This design comes from an exercise in tuning for small area, a short achievable clock period and few clock cycles per item on the open sky130 flow, not from production work. Only simulation tests tie the RTL to the original design; equivalence was not proved.

==> inputs of 09-22 <==
==> flow/design.v <==
module zmt_tile_decoder (
    input  wire        clk,
    input  wire        rst,
    input  wire        pal_we,
    input  wire [3:0]  pal_idx,
    input  wire [31:0] pal_data,
    input  wire        in_valid,
    output reg         in_ready,
    input  wire [7:0]  in_byte,
    input  wire [1:0]  in_mode,
    output reg         out_valid,
    input  wire        out_ready,
    output reg  [31:0] out_pixel,
    output reg         out_last
);
    localparam LAT = 465;             
    reg        pw_v;
    reg [3:0]  pw_idx;
    reg [31:0] pw_data;
    reg [31:0] pal [0:15];
    always @(posedge clk) begin
        pw_v    <= pal_we && !rst;
        pw_idx  <= pal_idx;
        pw_data <= pal_data;
        if (pw_v)
            pal[pw_idx] <= pw_data;
    end
    reg [1:0]  icnt;
    reg [9:0]  ie0, ie1;
    wire       in_fire = in_valid && in_ready;
    wire       ipop;                  
    wire       ihave = (icnt != 2'd0);
    always @(posedge clk) begin
        if ((icnt == 2'd0) || (icnt == 2'd1 && ipop) || (icnt == 2'd2 && ipop))
            ie0 <= (icnt == 2'd2) ? ie1 : {in_mode, in_byte};
        if (icnt == 2'd1 && !ipop)
            ie1 <= {in_mode, in_byte};
    end
    wire [1:0] icnt_nx = icnt + {1'b0, in_fire} - {1'b0, ipop};
    always @(posedge clk) begin
        if (rst) begin
            icnt     <= 2'd0;
            in_ready <= 1'b0;
        end else begin
            icnt     <= icnt_nx;
            in_ready <= (icnt_nx != 2'd2);
        end
    end
    localparam SL_UND = 2'd0, SL_REAL = 2'd1, SL_BUB = 2'd2;
    reg [8:0] pos;                    
    reg [1:0] sl;                     
    reg [1:0] cur_mode;
    reg       prev_real;              
    reg [1:0] prev_mode;
    reg       br_v, br_ph, br_last;
    reg [7:0] br_byte;
    reg [1:0] br_mode;
    wire      pipe_en;
    wire in_ok = (sl == SL_REAL) ? ihave :
                 (sl == SL_BUB)  ? 1'b1 : (ihave || prev_real);
    wire step  = in_ok && (!br_v || (br_ph && pipe_en));
    assign ipop = step && ((sl == SL_REAL) || (sl == SL_UND && ihave));
    wire       late      = (pos >= LAT);            
    wire       elem_v    = late ? (sl == SL_REAL) : prev_real;
    wire [1:0] elem_mode = late ? cur_mode : prev_mode;
    wire       elem_last = (pos == LAT - 1);
    always @(posedge clk) begin
        if (rst) begin
            pos       <= 9'd0;
            sl        <= SL_UND;
            prev_real <= 1'b0;
        end else if (step) begin
            pos <= pos + 9'd1;
            if (sl == SL_UND) begin
                sl <= ihave ? SL_REAL : SL_BUB;
            end
            if (pos == 9'd511) begin
                sl        <= SL_UND;
                prev_real <= (sl == SL_REAL);
            end
        end
    end
    always @(posedge clk) begin
        if (step && sl == SL_UND)
            cur_mode <= ie0[9:8];
        if (step && pos == 9'd511)
            prev_mode <= cur_mode;
    end
    wire [7:0] n0, n1, n2, n3, n4, n5, n6, n7, n8;
    assign n0 = ie0[7:0];
    zmt_xstage #(.I(5), .J(4), .LS(0))   u_s0 (.clk(clk), .en(step), .pos(pos), .x(n0), .y(n1));
    zmt_xstage #(.I(4), .J(0), .LS(16))  u_s1 (.clk(clk), .en(step), .pos(pos), .x(n1), .y(n2));
    zmt_xstage #(.I(6), .J(5), .LS(31))  u_s2 (.clk(clk), .en(step), .pos(pos), .x(n2), .y(n3));
    zmt_xstage #(.I(5), .J(1), .LS(63))  u_s3 (.clk(clk), .en(step), .pos(pos), .x(n3), .y(n4));
    zmt_xstage #(.I(7), .J(6), .LS(93))  u_s4 (.clk(clk), .en(step), .pos(pos), .x(n4), .y(n5));
    zmt_xstage #(.I(6), .J(2), .LS(157)) u_s5 (.clk(clk), .en(step), .pos(pos), .x(n5), .y(n6));
    zmt_xstage #(.I(8), .J(7), .LS(217)) u_s6 (.clk(clk), .en(step), .pos(pos), .x(n6), .y(n7));
    zmt_xstage #(.I(7), .J(3), .LS(345)) u_s7 (.clk(clk), .en(step), .pos(pos), .x(n7), .y(n8));
    always @(posedge clk) begin
        if (rst) begin
            br_v  <= 1'b0;
            br_ph <= 1'b0;
        end else if (step) begin
            br_v  <= elem_v;
            br_ph <= 1'b0;
        end else if (br_v && pipe_en) begin
            br_ph <= 1'b1;
            if (br_ph)
                br_v <= 1'b0;
        end
    end
    always @(posedge clk) begin
        if (step) begin
            br_byte <= n8;
            br_mode <= elem_mode;
            br_last <= elem_last;
        end
    end
    function [15:0] mixu;             
        input [7:0] p;
        input [7:0] q;
        input [7:0] a;
        reg   [8:0]  d;               
        reg   [15:0] m;
        begin
            d    = {1'b0, q} - {1'b0, p};
            m    = d[7:0] * a;        
            mixu = {p, 8'd0} - {8'd0, p} + 16'd128 + m - (d[8] ? {a, 8'd0} : 16'd0);
        end
    endfunction
    function [7:0] mixr;
        input [15:0] u;
        reg   [16:0] v;
        begin
            v    = {1'b0, u} + {9'd0, u[15:8]};
            mixr = v[15:8];
        end
    endfunction
    function [63:0] blendu;
        input [31:0] d;
        input [31:0] s;
        begin
            blendu = {mixu(d[31:24], s[31:24], s[7:0]),
                      mixu(d[23:16], s[23:16], s[7:0]),
                      mixu(d[15:8],  s[15:8],  s[7:0]),
                      mixu(d[7:0],   s[7:0],   s[7:0])};
        end
    endfunction
    function [31:0] blendr;
        input [63:0] u;
        begin
            blendr = {mixr(u[63:48]), mixr(u[47:32]), mixr(u[31:16]), mixr(u[15:0])};
        end
    endfunction
    wire [31:0] p0 = pal[0];
    reg        s1_v, s1_last;
    reg [1:0]  s1_mode;
    reg [31:0] s1_src;
    wire [3:0] nib = br_ph ? br_byte[3:0] : br_byte[7:4];
    always @(posedge clk) begin
        if (rst)
            s1_v <= 1'b0;
        else if (pipe_en)
            s1_v <= br_v;
        if (pipe_en) begin
            s1_last <= br_last && br_ph;
            s1_mode <= br_mode;
            s1_src  <= pal[nib];
        end
    end
    reg        s2_v, s2_last;
    reg [1:0]  s2_mode;
    reg [31:0] s2_res;
    reg [63:0] s2_u;
    always @(posedge clk) begin
        if (rst)
            s2_v <= 1'b0;
        else if (pipe_en)
            s2_v <= s1_v;
        if (pipe_en) begin
            s2_last <= s1_last;
            s2_mode <= s1_mode;
            s2_res  <= s1_src;
            s2_u    <= blendu(p0, s1_src);
        end
    end
    reg        s3_v, s3_last;
    reg [1:0]  s3_mode;
    reg [31:0] s3_res;
    always @(posedge clk) begin
        if (rst)
            s3_v <= 1'b0;
        else if (pipe_en)
            s3_v <= s2_v;
        if (pipe_en) begin
            s3_last <= s2_last;
            s3_mode <= s2_mode;
            s3_res  <= (s2_mode == 2'd0) ? s2_res : blendr(s2_u);
        end
    end
    reg        s4_v, s4_last;
    reg [1:0]  s4_mode;
    reg [31:0] s4_res;
    reg [63:0] s4_u;
    always @(posedge clk) begin
        if (rst)
            s4_v <= 1'b0;
        else if (pipe_en)
            s4_v <= s3_v;
        if (pipe_en) begin
            s4_last <= s3_last;
            s4_mode <= s3_mode;
            s4_res  <= s3_res;
            s4_u    <= blendu(p0, s3_res);
        end
    end
    wire [31:0] s5_pix = (s4_mode == 2'd3) ? blendr(s4_u) : s4_res;
    wire        push   = pipe_en && s4_v;
    reg        full;
    reg [31:0] sp_pix;
    reg        sp_last;
    wire       pop = out_valid && out_ready;
    assign pipe_en = !full;
    always @(posedge clk) begin
        if (rst) begin
            out_valid <= 1'b0;
            full      <= 1'b0;
        end else begin
            if (pop || !out_valid) begin
                if (full) begin
                    out_valid <= 1'b1;
                    full      <= 1'b0;
                end else begin
                    out_valid <= push;
                end
            end else if (push) begin
                full <= 1'b1;
            end
        end
    end
    always @(posedge clk) begin
        if (pop || !out_valid) begin
            out_pixel <= full ? sp_pix  : s5_pix;
            out_last  <= full ? sp_last : s4_last;
        end
        if (push && out_valid && !pop) begin
            sp_pix  <= s5_pix;
            sp_last <= s4_last;
        end
    end
endmodule
module zmt_xstage #(
    parameter I  = 1,
    parameter J  = 0,
    parameter LS = 0
) (
    input  wire       clk,
    input  wire       en,
    input  wire [8:0] pos,
    input  wire [7:0] x,
    output wire [7:0] y
);
    localparam D = (1 << I) - (1 << J);
    localparam [8:0] LSP = LS;
    reg  [8*D-1:0] dl;
    wire [8:0]     n     = pos - LSP;
    wire           xsel = n[I] && !n[J];
    wire [7:0]     dlo   = dl[8*D-1 -: 8];
    wire [7:0]     dli   = xsel ? dlo : x;
    assign y = xsel ? x : dlo;
    always @(posedge clk) begin
        if (en) begin
            if (D > 1)
                dl <= {dl[8*D-9:0], dli};
            else
                dl <= dli;
        end
    end
endmodule
==> flow/run.sh <==
#!/bin/bash
# synth_recipe.tcl (not shown) runs the flow's synth.tcl, then flattens the netlist and writes it again
# the make line also repeats each setting of config.mk as NAME=value (left out here)
make -C /OpenROAD-flow-scripts/flow DESIGN_CONFIG=/design/flow/config.mk WORK_HOME=/design/flow/orfs CLKGATE_MAP_FILE= SYNTH_SCRIPT=/design/flow/synth_recipe.tcl finish
==> flow/config.mk <==
export PLATFORM = sky130hd
export DESIGN_NAME = zmt_tile_decoder
export DESIGN_NICKNAME = zmt_tile_decoder
export VERILOG_FILES = /design/flow/design.v
export SDC_FILE = /design/flow/constraint.sdc
export NUM_CORES = 4
export LEC_CHECK = 0
export CAP_MARGIN = 20
export CORE_MARGIN = 2
export CORE_UTILIZATION = 40
export PLACE_DENSITY = 0.6
export SLEW_MARGIN = 20
export SYNTH_MEMORY_MAX_BITS = 8192
==> flow/constraint.sdc <==
create_clock -name core_clock -period 20.0 [get_ports {clk}]
set_input_delay 4.0000 -clock core_clock [delete_from_list [all_inputs] [get_ports {clk}]]
set_output_delay 4.0000 -clock core_clock [all_outputs]
set_load 0.01 [all_outputs]
==> 09-07: changes against 09-22 <==
--- a/flow/design.v
+++ b/flow/design.v
@@ -116,47 +116,54 @@
             br_last <= elem_last;
         end
     end
-    function [15:0] mixu;             
+    function [23:0] mixh;             
         input [7:0] p;
         input [7:0] q;
         input [7:0] a;
-        reg   [8:0]  d;               
-        reg   [15:0] m;
-        begin
-            d    = {1'b0, q} - {1'b0, p};
-            m    = d[7:0] * a;        
-            mixu = {p, 8'd0} - {8'd0, p} + 16'd128 + m - (d[8] ? {a, 8'd0} : 16'd0);
-        end
-    endfunction
-    function [7:0] mixr;
-        input [15:0] u;
+        integer     i;
+        reg  [11:0] lo, hi;
+        begin
+            lo = 12'd128;
+            hi = 12'd0;
+            for (i = 0; i < 4; i = i + 1)
+                lo = lo + ((a[i] ? {4'd0, q} : {4'd0, p}) << i);
+            for (i = 4; i < 8; i = i + 1)
+                hi = hi + ((a[i] ? {4'd0, q} : {4'd0, p}) << (i - 4));
+            mixh = {hi, lo};
+        end
+    endfunction
+    function [7:0] mixr;              
+        input [23:0] h;
+        reg   [15:0] u;
         reg   [16:0] v;
         begin
+            u    = {4'd0, h[11:0]} + {h[23:12], 4'd0};
             v    = {1'b0, u} + {9'd0, u[15:8]};
             mixr = v[15:8];
         end
     endfunction
-    function [63:0] blendu;
+    function [95:0] blendh;
         input [31:0] d;
         input [31:0] s;
-        begin
-            blendu = {mixu(d[31:24], s[31:24], s[7:0]),
-                      mixu(d[23:16], s[23:16], s[7:0]),
-                      mixu(d[15:8],  s[15:8],  s[7:0]),
-                      mixu(d[7:0],   s[7:0],   s[7:0])};
+        input [7:0]  a;
+        begin
+            blendh = {mixh(d[31:24], s[31:24], a), mixh(d[23:16], s[23:16], a),
+                      mixh(d[15:8],  s[15:8],  a), mixh(d[7:0],   s[7:0],   a)};
         end
     endfunction
     function [31:0] blendr;
-        input [63:0] u;
-        begin
-            blendr = {mixr(u[63:48]), mixr(u[47:32]), mixr(u[31:16]), mixr(u[15:0])};
+        input [95:0] h;
+        begin
+            blendr = {mixr(h[95:72]), mixr(h[71:48]), mixr(h[47:24]), mixr(h[23:0])};
         end
     endfunction
     wire [31:0] p0 = pal[0];
     reg        s1_v, s1_last;
     reg [1:0]  s1_mode;
     reg [31:0] s1_src;
-    wire [3:0] nib = br_ph ? br_byte[3:0] : br_byte[7:4];
+    reg [7:0]  s1_a;
+    wire [3:0]  nib = br_ph ? br_byte[3:0] : br_byte[7:4];
+    wire [31:0] col = pal[nib];
     always @(posedge clk) begin
         if (rst)
             s1_v <= 1'b0;
@@ -165,13 +172,13 @@
         if (pipe_en) begin
             s1_last <= br_last && br_ph;
             s1_mode <= br_mode;
-            s1_src  <= pal[nib];
+            s1_src  <= col;
+            s1_a    <= (br_mode == 2'd0) ? 8'hff : col[7:0];
         end
     end
     reg        s2_v, s2_last;
     reg [1:0]  s2_mode;
-    reg [31:0] s2_res;
-    reg [63:0] s2_u;
+    reg [95:0] s2_h;
     always @(posedge clk) begin
         if (rst)
             s2_v <= 1'b0;
@@ -180,13 +187,13 @@
         if (pipe_en) begin
             s2_last <= s1_last;
             s2_mode <= s1_mode;
-            s2_res  <= s1_src;
-            s2_u    <= blendu(p0, s1_src);
+            s2_h    <= blendh(p0, s1_src, s1_a);
         end
     end
     reg        s3_v, s3_last;
-    reg [1:0]  s3_mode;
     reg [31:0] s3_res;
+    reg [7:0]  s3_a;
+    wire [31:0] once = blendr(s2_h);
     always @(posedge clk) begin
         if (rst)
             s3_v <= 1'b0;
@@ -194,14 +201,12 @@
             s3_v <= s2_v;
         if (pipe_en) begin
             s3_last <= s2_last;
-            s3_mode <= s2_mode;
-            s3_res  <= (s2_mode == 2'd0) ? s2_res : blendr(s2_u);
+            s3_res  <= once;
+            s3_a    <= (s2_mode == 2'd3) ? once[7:0] : 8'hff;
         end
     end
     reg        s4_v, s4_last;
-    reg [1:0]  s4_mode;
-    reg [31:0] s4_res;
-    reg [63:0] s4_u;
+    reg [95:0] s4_h;
     always @(posedge clk) begin
         if (rst)
             s4_v <= 1'b0;
@@ -209,12 +214,10 @@
             s4_v <= s3_v;
         if (pipe_en) begin
             s4_last <= s3_last;
-            s4_mode <= s3_mode;
-            s4_res  <= s3_res;
-            s4_u    <= blendu(p0, s3_res);
-        end
-    end
-    wire [31:0] s5_pix = (s4_mode == 2'd3) ? blendr(s4_u) : s4_res;
+            s4_h    <= blendh(p0, s3_res, s3_a);
+        end
+    end
+    wire [31:0] s5_pix = blendr(s4_h);
     wire        push   = pipe_en && s4_v;
     reg        full;
     reg [31:0] sp_pix;
==> flow/flow/run.sh (new file) <==
#!/bin/bash
# The standard layout, with timing repair asked to leave a setup margin so
# that the achieved period, not only the 20 ns constraint, is optimised.
set -euo pipefail
export SETUP_SLACK_MARGIN=14
bash standard.sh > standard.log 2>&1
==> flow/standard.sh (new file) <==
#!/bin/bash
# synth_recipe.tcl (not shown) runs the flow's synth.tcl, then flattens the netlist and writes it again
# the make line also repeats each setting of config.mk as NAME=value (left out here)
make -C /OpenROAD-flow-scripts/flow DESIGN_CONFIG=/design/flow/config.mk WORK_HOME=/design/flow/orfs CLKGATE_MAP_FILE= SYNTH_SCRIPT=/design/flow/synth_recipe.tcl "${@:-finish}"
removed: flow/run.sh
==> 03-16: changes against 09-22 <==
--- a/flow/design.v
+++ b/flow/design.v
@@ -14,16 +14,10 @@
     output reg         out_last
 );
     localparam LAT = 465;             
-    reg        pw_v;
-    reg [3:0]  pw_idx;
-    reg [31:0] pw_data;
     reg [31:0] pal [0:15];
     always @(posedge clk) begin
-        pw_v    <= pal_we && !rst;
-        pw_idx  <= pal_idx;
-        pw_data <= pal_data;
-        if (pw_v)
-            pal[pw_idx] <= pw_data;
+        if (pal_we)
+            pal[pal_idx] <= pal_data;
     end
     reg [1:0]  icnt;
     reg [9:0]  ie0, ie1;
@@ -56,28 +50,35 @@
     reg [7:0] br_byte;
     reg [1:0] br_mode;
     wire      pipe_en;
-    wire in_ok = (sl == SL_REAL) ? ihave :
-                 (sl == SL_BUB)  ? 1'b1 : (ihave || prev_real);
-    wire step  = in_ok && (!br_v || (br_ph && pipe_en));
+    reg  step;
     assign ipop = step && ((sl == SL_REAL) || (sl == SL_UND && ihave));
     wire       late      = (pos >= LAT);            
     wire       elem_v    = late ? (sl == SL_REAL) : prev_real;
     wire [1:0] elem_mode = late ? cur_mode : prev_mode;
     wire       elem_last = (pos == LAT - 1);
+    wire       slot_end  = step && (pos == 9'd511);
+    wire [1:0] sl_nx     = slot_end ? SL_UND :
+                           (step && sl == SL_UND) ? (ihave ? SL_REAL : SL_BUB) : sl;
+    wire       prev_nx   = slot_end ? (sl == SL_REAL) : prev_real;
+    wire       br_v_nx   = step ? elem_v : ((br_v && br_ph && pipe_en) ? 1'b0 : br_v);
+    wire       br_ph_nx  = step ? 1'b0 : ((br_v && pipe_en) ? 1'b1 : br_ph);
+    wire       full_nx;
+    wire       ihave_nx  = (icnt_nx != 2'd0);
+    wire       in_ok_nx  = (sl_nx == SL_REAL) ? ihave_nx :
+                           (sl_nx == SL_BUB)  ? 1'b1 : (ihave_nx || prev_nx);
+    wire       step_nx   = in_ok_nx && (!br_v_nx || (br_ph_nx && !full_nx));
     always @(posedge clk) begin
         if (rst) begin
             pos       <= 9'd0;
             sl        <= SL_UND;
             prev_real <= 1'b0;
-        end else if (step) begin
-            pos <= pos + 9'd1;
-            if (sl == SL_UND) begin
-                sl <= ihave ? SL_REAL : SL_BUB;
-            end
-            if (pos == 9'd511) begin
-                sl        <= SL_UND;
-                prev_real <= (sl == SL_REAL);
-            end
+            step      <= 1'b0;
+        end else begin
+            if (step)
+                pos <= pos + 9'd1;
+            sl        <= sl_nx;
+            prev_real <= prev_nx;
+            step      <= step_nx;
         end
     end
     always @(posedge clk) begin
@@ -100,13 +101,9 @@
         if (rst) begin
             br_v  <= 1'b0;
             br_ph <= 1'b0;
-        end else if (step) begin
-            br_v  <= elem_v;
-            br_ph <= 1'b0;
-        end else if (br_v && pipe_en) begin
-            br_ph <= 1'b1;
-            if (br_ph)
-                br_v <= 1'b0;
+        end else begin
+            br_v  <= br_v_nx;
+            br_ph <= br_ph_nx;
         end
     end
     always @(posedge clk) begin
@@ -116,47 +113,54 @@
             br_last <= elem_last;
         end
     end
-    function [15:0] mixu;             
+    function [23:0] mixh;             
         input [7:0] p;
         input [7:0] q;
         input [7:0] a;
-        reg   [8:0]  d;               
-        reg   [15:0] m;
-        begin
-            d    = {1'b0, q} - {1'b0, p};
-            m    = d[7:0] * a;        
-            mixu = {p, 8'd0} - {8'd0, p} + 16'd128 + m - (d[8] ? {a, 8'd0} : 16'd0);
-        end
-    endfunction
-    function [7:0] mixr;
-        input [15:0] u;
+        integer     i;
+        reg  [11:0] lo, hi;
+        begin
+            lo = 12'd128;
+            hi = 12'd0;
+            for (i = 0; i < 4; i = i + 1)
+                lo = lo + ((a[i] ? {4'd0, q} : {4'd0, p}) << i);
+            for (i = 4; i < 8; i = i + 1)
+                hi = hi + ((a[i] ? {4'd0, q} : {4'd0, p}) << (i - 4));
+            mixh = {hi, lo};
+        end
+    endfunction
+    function [7:0] mixr;              
+        input [23:0] h;
+        reg   [15:0] u;
         reg   [16:0] v;
         begin
+            u    = {4'd0, h[11:0]} + {h[23:12], 4'd0};
             v    = {1'b0, u} + {9'd0, u[15:8]};
             mixr = v[15:8];
         end
     endfunction
-    function [63:0] blendu;
+    function [95:0] blendh;
         input [31:0] d;
         input [31:0] s;
-        begin
-            blendu = {mixu(d[31:24], s[31:24], s[7:0]),
-                      mixu(d[23:16], s[23:16], s[7:0]),
-                      mixu(d[15:8],  s[15:8],  s[7:0]),
-                      mixu(d[7:0],   s[7:0],   s[7:0])};
+        input [7:0]  a;
+        begin
+            blendh = {mixh(d[31:24], s[31:24], a), mixh(d[23:16], s[23:16], a),
+                      mixh(d[15:8],  s[15:8],  a), mixh(d[7:0],   s[7:0],   a)};
         end
     endfunction
     function [31:0] blendr;
-        input [63:0] u;
-        begin
-            blendr = {mixr(u[63:48]), mixr(u[47:32]), mixr(u[31:16]), mixr(u[15:0])};
+        input [95:0] h;
+        begin
+            blendr = {mixr(h[95:72]), mixr(h[71:48]), mixr(h[47:24]), mixr(h[23:0])};
         end
     endfunction
     wire [31:0] p0 = pal[0];
     reg        s1_v, s1_last;
     reg [1:0]  s1_mode;
     reg [31:0] s1_src;
-    wire [3:0] nib = br_ph ? br_byte[3:0] : br_byte[7:4];
+    reg [7:0]  s1_a;
+    wire [3:0]  nib = br_ph ? br_byte[3:0] : br_byte[7:4];
+    wire [31:0] col = pal[nib];
     always @(posedge clk) begin
         if (rst)
             s1_v <= 1'b0;
@@ -165,13 +169,13 @@
         if (pipe_en) begin
             s1_last <= br_last && br_ph;
             s1_mode <= br_mode;
-            s1_src  <= pal[nib];
+            s1_src  <= col;
+            s1_a    <= (br_mode == 2'd0) ? 8'hff : col[7:0];
         end
     end
     reg        s2_v, s2_last;
     reg [1:0]  s2_mode;
-    reg [31:0] s2_res;
-    reg [63:0] s2_u;
+    reg [95:0] s2_h;
     always @(posedge clk) begin
         if (rst)
             s2_v <= 1'b0;
@@ -180,13 +184,13 @@
         if (pipe_en) begin
             s2_last <= s1_last;
             s2_mode <= s1_mode;
-            s2_res  <= s1_src;
-            s2_u    <= blendu(p0, s1_src);
+            s2_h    <= blendh(p0, s1_src, s1_a);
         end
     end
     reg        s3_v, s3_last;
-    reg [1:0]  s3_mode;
     reg [31:0] s3_res;
+    reg [7:0]  s3_a;
+    wire [31:0] once = blendr(s2_h);
     always @(posedge clk) begin
         if (rst)
             s3_v <= 1'b0;
@@ -194,14 +198,12 @@
             s3_v <= s2_v;
         if (pipe_en) begin
             s3_last <= s2_last;
-            s3_mode <= s2_mode;
-            s3_res  <= (s2_mode == 2'd0) ? s2_res : blendr(s2_u);
+            s3_res  <= once;
+            s3_a    <= (s2_mode == 2'd3) ? once[7:0] : 8'hff;
         end
     end
     reg        s4_v, s4_last;
-    reg [1:0]  s4_mode;
-    reg [31:0] s4_res;
-    reg [63:0] s4_u;
+    reg [95:0] s4_h;
     always @(posedge clk) begin
         if (rst)
             s4_v <= 1'b0;
@@ -209,33 +211,25 @@
             s4_v <= s3_v;
         if (pipe_en) begin
             s4_last <= s3_last;
-            s4_mode <= s3_mode;
-            s4_res  <= s3_res;
-            s4_u    <= blendu(p0, s3_res);
-        end
-    end
-    wire [31:0] s5_pix = (s4_mode == 2'd3) ? blendr(s4_u) : s4_res;
+            s4_h    <= blendh(p0, s3_res, s3_a);
+        end
+    end
+    wire [31:0] s5_pix = blendr(s4_h);
     wire        push   = pipe_en && s4_v;
     reg        full;
     reg [31:0] sp_pix;
     reg        sp_last;
     wire       pop = out_valid && out_ready;
     assign pipe_en = !full;
+    assign full_nx = (pop || !out_valid) ? 1'b0 : (push ? 1'b1 : full);
     always @(posedge clk) begin
         if (rst) begin
             out_valid <= 1'b0;
             full      <= 1'b0;
         end else begin
-            if (pop || !out_valid) begin
-                if (full) begin
-                    out_valid <= 1'b1;
-                    full      <= 1'b0;
-                end else begin
-                    out_valid <= push;
-                end
-            end else if (push) begin
-                full <= 1'b1;
-            end
+            if (pop || !out_valid)
+                out_valid <= full || push;
+            full <= full_nx;
         end
     end
     always @(posedge clk) begin
==> flow/flow/run.sh (new file) <==
#!/bin/bash
# The standard layout, with two changes to how it is made:
#  - timing repair is asked to leave a setup margin, so that the period the
#    layout achieves is optimised, not only the 20 ns constraint;
#  - the port buffers that the standard flow inserts are buf_4 cells.
set -euo pipefail
export SETUP_SLACK_MARGIN=14
export BUFFER_PORTS_ARGS="-inputs -outputs -buffer_cell sky130_fd_sc_hd__buf_4"
bash standard.sh > standard.log 2>&1
==> flow/standard.sh (new file) <==
#!/bin/bash
# synth_recipe.tcl (not shown) runs the flow's synth.tcl, then flattens the netlist and writes it again
# the make line also repeats each setting of config.mk as NAME=value (left out here)
make -C /OpenROAD-flow-scripts/flow DESIGN_CONFIG=/design/flow/config.mk WORK_HOME=/design/flow/orfs CLKGATE_MAP_FILE= SYNTH_SCRIPT=/design/flow/synth_recipe.tcl "${@:-finish}"
--- a/flow/config.mk
+++ b/flow/config.mk
@@ -7,7 +7,9 @@
 export LEC_CHECK = 0
 export CAP_MARGIN = 20
 export CORE_MARGIN = 2
-export CORE_UTILIZATION = 40
-export PLACE_DENSITY = 0.6
+export CORE_UTILIZATION = 65
+export CTS_CLUSTER_DIAMETER = 100
+export CTS_CLUSTER_SIZE = 25
+export PLACE_DENSITY = 0.72
 export SLEW_MARGIN = 20
 export SYNTH_MEMORY_MAX_BITS = 8192
removed: flow/run.sh
==> qor summary <==
Result of the run: 09-22 no timing/DRC/antenna violations; 03-16 no timing/DRC/antenna violations; 09-07 no timing/DRC/antenna violations
Synthesized area divided by synthesized cell count: 09-22 19.9 um2; 03-16 20.9 um2; 09-07 21.1 um2
Worst skew pair latency: 09-22 970 ps; 03-16 950 ps; 09-07 960 ps
Number of cells on the worst reg-to-reg path: 09-22 24; 03-16 5; 09-07 6
Worst hold slack: 09-22 384 ps; 03-16 383 ps; 09-07 366 ps
Clock-cell share of area: 09-22 7.21%; 03-16 3.22%; 09-07 7.51%
Die W: 09-22 664 um; 03-16 515 um; 09-07 655 um
Reg2Reg Capture Point: 09-22 s2_u[15]$_DFFE_PN_; 03-16 u_s6.dl[440]$_DFFE_PP_; 09-07 u_s4.dl[284]$_DFFE_PP_
Area inside the core boundary: 09-22 434000 um2; 03-16 259000 um2; 09-07 423000 um2
R2r setup slk: 09-22 11880 ps; 03-16 14570 ps; 09-07 14430 ps
Synthesized instance count: 09-22 8774; 03-16 8095; 09-07 8033
DIE HEIGHT: 09-22 664 um; 03-16 515 um; 09-07 655 um
Instance area at placement: 09-22 183000 um2; 03-16 175000 um2; 09-07 178000 um2
Highest Signal Layer: 09-22 met5; 03-16 met4; 09-07 met4
Final period util: 09-22 40.6%; 03-16 27.6%; 09-07 29.1%
Post-synthesis share of cell area spent on and, or, nand and nor gates: 09-22 3.80%; 03-16 1.63%; 09-07 1.66%
Number of sequential cells in the layout: 09-22 4661; 03-16 4637; 09-07 4673
Non-clock buffering overhead in the final layout: 09-22 0.924%; 03-16 0.842%; 09-07 0.906%
Routed metal-1 wirelength: 09-22 149 mm; 03-16 129 mm; 09-07 133 mm
Testbench counts of 09-22, summed over its fixed seeds: cycles 69,312, tiles 64.
Testbench counts of 09-07, summed over its fixed seeds: cycles 69,312, tiles 64.
Testbench counts of 03-16, summed over its fixed seeds: cycles 69,312, tiles 64.

[static timing again, ports no longer ideal]
In the flow no input, the clock included, has a driving cell. The finished layouts below were timed again as built, in two steps.
Step 1 assumes that a clkbuf_16 drives the clock port and a buf_2 every other input.
Step 2 times the ports against the registers' clock, not the clock port: input delays grow and output delays shrink by t, the midpoint of the rising clock arrivals with the driver on.
a / b / c = no drivers / after step 1 / after step 2; a / b = the first two.
| run | t, ns | setup slack, ns | worst hold slack (ns) | clock arrival spread, ns | worst data-port slew with drivers (ns) |
|---|---|---|---|---|---|
| 09-22 | 1.050 | 11.885 / 11.885 / 11.885 | 0.384 / 0.384 / 0.384 | 0.075 / 0.076 | 0.11 |
| 09-07 | 1.047 | 14.182 / 14.072 / 13.772 | 0.366 / 0.366 / 0.366 | 0.096 / 0.096 | 0.04 |
| 03-16 | 0.995 | 14.489 / 14.396 / 14.126 | 0.383 / 0.383 / 0.383 | 0.106 / 0.107 | 0.09 |
After both steps setup and hold are still met in every run listed. For 09-07, which loses most, drivers alone change the setup slack by -0.110 ns; drivers and shift together by -0.410 ns.
